This design comes from an exercise in tuning for small area on the open sky130 flow, not from production work.
Only simulation tests tie the RTL to the original design; equivalence was not proved.
Power is estimated from default activity; no workload was simulated.

the reference run:
// fcb_core
module fcb_core (
    input  wire        clk,
    input  wire        rst,
    input  wire        op_valid,
    output wire        op_ready,
    input  wire [7:0]  op_code,
    input  wire [23:0] op_arg,
    output reg         res_valid,
    output reg  [7:0]  res_code,
    output reg  [63:0] res_data,
    input  wire        rx_valid,
    output wire        rx_ready,
    input  wire [7:0]  rx_data,
    input  wire        rx_err
);
clock: 10.0 ns
lec_check: 0
abc_area: 1
cap_margin: 20
core_margin: 2
core_utilization: 65
slew_margin: 20
standard.sh (not shown) runs the stock make flow with config.mk's settings and CLKGATE_MAP_FILE= SYNTH_SCRIPT=/design/flow/synth_recipe.tcl, a recipe that flattens the netlist after the stock synthesis.
==> flow/flow/run.sh <==
#!/bin/bash
# The standard layout (standard.sh) with three changes:
# - synthesis maps logic with a stronger ABC area script (three rounds of
#   choice computation, area-oriented mapping and don't-care resynthesis);
#   registers are mapped before ABC runs, so they are the standard ones;
# - port buffers use the smallest buffer cell;
# - clock tree synthesis inserts no dummy loads.
set -euo pipefail
work=$(pwd)
rm -rf "$work/scripts"
cp -r "$FLOW_HOME/scripts" "$work/scripts"
cp "$work/flow/abc_area.script" "$work/scripts/abc_area.script"
export SCRIPTS_DIR="$work/scripts"
export BUFFER_PORTS_ARGS="-buffer_cell sky130_fd_sc_hd__buf_1"
export CTS_ARGS="-sink_clustering_enable -repair_clock_nets -dont_use_dummy_load -buf_list sky130_fd_sc_hd__clkbuf_16 -sink_clustering_size 30 -sink_clustering_max_diameter 80"
bash standard.sh > "$work/orfs_make.log" 2>&1
==> flow/flow/abc_area.script <==
strash
dch
map -a
mfs2
strash
dch
map -a
mfs2
strash
dch
map -a
topo
Setup changes, the reference run to the trial run
diff --git a/flow/design.v b/flow/design.v
--- a/flow/design.v
+++ b/flow/design.v
@@ -34,34 +34,34 @@
     reg [5:0]  ub;                
     reg [31:0] crc;
     reg [6:0]  nlen;              
     reg [7:0]  dsum;              
     reg [2:0]  de;                
     reg        dack;
     reg        pmt;               
     reg        dec;               
+    reg        h0d;               
     reg [1:0]  ch;                
     reg [5:0]  cnt;               
-    wire [4:0] kind = cnt[4:0];
+    reg [4:0]  kind;
     wire       done  = |nlen[6:3];
     wire       fail  = |de;
     wire [7:0] dcode = {3'b000, de == 3'd7, de[2] & de[1],
                         de[2] & ~de[1], de[1] & ~de[2], de[0] & ~(de[2] & de[1])};
     wire [5:0] lval  = nlen[5:0] - 6'd6;
     wire idle   = ~dec & ~bz;
     wire [7:0]  oc  = op_code;
     wire [23:0] idx = op_arg;
     wire [5:0] fx  = dec ? cnt : idx[5:0];
     wire [6:0] rem = nlen - {1'b0, fx} - 7'd1;      
     wire [2:0] t3  = dec ? cnt[2:0] : (oc == 8'h42) ? idx[2:0] : (oc == 8'h55) ? 3'd4 : 3'd7;
     wire       lo_eq = (ub[2:0] == t3);
     wire       lo4_eq = lo_eq & (ub[3] == cnt[3]);
-    wire tail  = done;                    
-    wire h0d   = tail | (cnt != 6'd63);   
+    wire tail  = |cnt[5:2];
     wire isend = tail & (rem[5:0] == 6'd1);
     wire ischk = tail & (rem[5:0] == 6'd0);
     wire data  = tail & (rem[5:1] != 5'd0);
     wire in_w  = ~cnt[5] & ~cnt[4] & ~(cnt[3] & cnt[2]);      
     wire needw = h0d & data & (in_w | (rem[5:2] != 4'd0));      
     wire is_sw = h0d & data & (rem[5:2] == 4'd0);                
     wire is_f1 = h0d & ~tail & (cnt[1:0] == 2'd1);               
     wire wait_rx = (needw & ~(in_w ? lo_eq : lo4_eq)) |
@@ -138,26 +138,26 @@
                     if (op_arg[3:0] == 4'd1) go = ub[0];
                 end
             end
             default: ;
         endcase
     end
     assign op_ready = idle & (~op_valid | go);
     wire acc = op_valid & op_ready;
-    function [31:0] crc_2b;
+    function [31:0] crc_nib;
         input [31:0] r;
-        input [1:0]  b;
+        input [3:0]  b;
         integer i;
         reg [31:0] v;
         begin
             v = r ^ {30'd0, b};
             for (i = 0; i < 2; i = i + 1)
                 v = v[0] ? ((v >> 1) ^ CRC_POLY) : (v >> 1);
-            crc_2b = v;
+            crc_nib = v;
         end
     endfunction
     wire cupd = op_valid & idle & (oc == 8'h21);
     reg [2:0] de_n;
     reg       fin;
     always @(*) begin
         de_n = de;
         fin  = 1'b0;
@@ -209,54 +209,55 @@
         else
             a2[0] <= a2[1];
         s2[1] <= s2[0];
         s2[0] <= (rx_fire && is_sw) ? rx_data : s2[1];
         if (rst)
             bz <= 1'b1;
         else if (ub[0])
             bz <= 1'b0;
+        kind <= (dec || oc == 8'h40) ? K_DEC : knext;
         ch   <= (~rst & cupd) ? ch + 2'd1 : 2'd0;
         if (rst) begin
             crc       <= 32'hFFFFFFFF;
             nlen      <= 7'd0;
             de        <= 3'd0;
             dack      <= 1'b0;
             dec       <= 1'b0;
             res_valid <= 1'b0;
         end else begin
             res_valid <= acc & (oc != 8'h40);
             if (acc && oc == 8'h20) crc <= 32'hFFFFFFFF;
-            if (cupd) crc <= crc_2b(crc, op_arg[2*ch +: 2]);
+            if (cupd) crc <= crc_nib(crc, op_arg[2*ch +: 2]);
             if (dec) begin
                 if (rx_fire) begin
-                    cnt <= fin ? {1'b0, K_DEC} : cnt + 6'd1;
+                    h0d <= 1'b1;
+                    if (h0d) cnt <= cnt + 6'd1;
                     de <= de_n;
                     if (!h0d) begin
                         dack <= ~rx_err & (rx_data == ACK);
+                        nlen <= 7'd0;
                         dsum <= 8'h00;
                     end else begin
                         if (!tail && rx_err) dack <= 1'b0;
                         if (!ischk) dsum <= dsum ^ rx_data;
                     end
                     if (h0d && !tail && cnt[1:0] == 2'd3 && de_n == 3'd0)
                         nlen <= {1'b0, rx_data[5:0]} + 7'd6;
                     if (cnt == 6'd4) pmt <= (rx_data == PMT);
                     if (fin) begin
                         dec       <= 1'b0;
                         res_valid <= 1'b1;
                         if (de_n != 3'd0) nlen <= 7'd0;
                     end
                 end
-            end else begin
-                cnt <= (oc == 8'h40) ? 6'd63 : {1'b0, knext};
-                if (acc && oc == 8'h40) begin
-                    dec  <= 1'b1;
-                    nlen <= 7'd0;
-                end
+            end else if (acc && oc == 8'h40) begin
+                dec <= 1'b1;
+                h0d <= 1'b0;
+                cnt <= 6'd0;
             end
         end
     end
     wire [7:0]  f1 = a2[0];
     wire [15:0] sw = {s2[0], s2[1]};
     wire [7:0]  f4 = wr8[0], f5 = wr8[1], f6 = wr8[2];
     wire [7:0]  f7 = wr8[0], f8 = wr8[1], f9 = wr8[2];
     wire d_hit = (f7[7:2] == 6'b001100) && (f7[1:0] != 2'b11);
[summary]
- Compared to the reference run, the trial run has antenna diode instance count 1 lower.
- Sort the trial run and the reference run by core box area desc -> top: the trial run
- Comparing the reference run with the trial run, the insertion delay of the later-clocked pin in the worst-skew pair came out essentially unchanged.
- Non-filler instance count after layout, the trial run and the reference run: smaller value in the reference run
- The reference run has lower post-detailed-placement cell area than the trial run.
- Between the reference run and the trial run, the flow reports power consumption decreasing slightly.
- From the reference run to the trial run the numbers moved as follows: simple-gate area share of the yosys netlist +0.17 points; post-route standard cell area excluding fillers +230 sq um; total number of vias -about 1.2%; area enclosed by the die boundary +about 1.2%.

==> what the ideal ports hide <==
The results above use ideal ports. As a check the final layouts listed here were re-extracted and re-timed, cells and wires unchanged. Step 1 sets driving cells, clkbuf_16 on the clock port and buf_2 on the other inputs (assumed; they add their load-dependent delay and slew). Step 2, shift: input delay + t, output delay - t, t = (earliest + latest rising clock arrival at the registers) / 2. This alone moves slack from input paths to output paths. Three values: no drivers, after step 1, after step 2; two values: the first two.
run | t (ns) | setup WS [ns] | hold slack, ns | latest minus earliest clock arrival (ns)
the reference run | 0.579 | 2.834 / 2.810 / 2.810 | 0.331 / 0.331 / 0.331 | 0.069 / 0.068
the trial run | 0.591 | 3.103 / 3.081 / 3.081 | 0.316 / 0.316 / 0.316 | 0.076 / 0.076
After both steps setup and hold are still met in every run listed. For the reference run, which loses most, drivers alone change the setup slack by -0.024 ns; drivers and shift together by -0.024 ns.
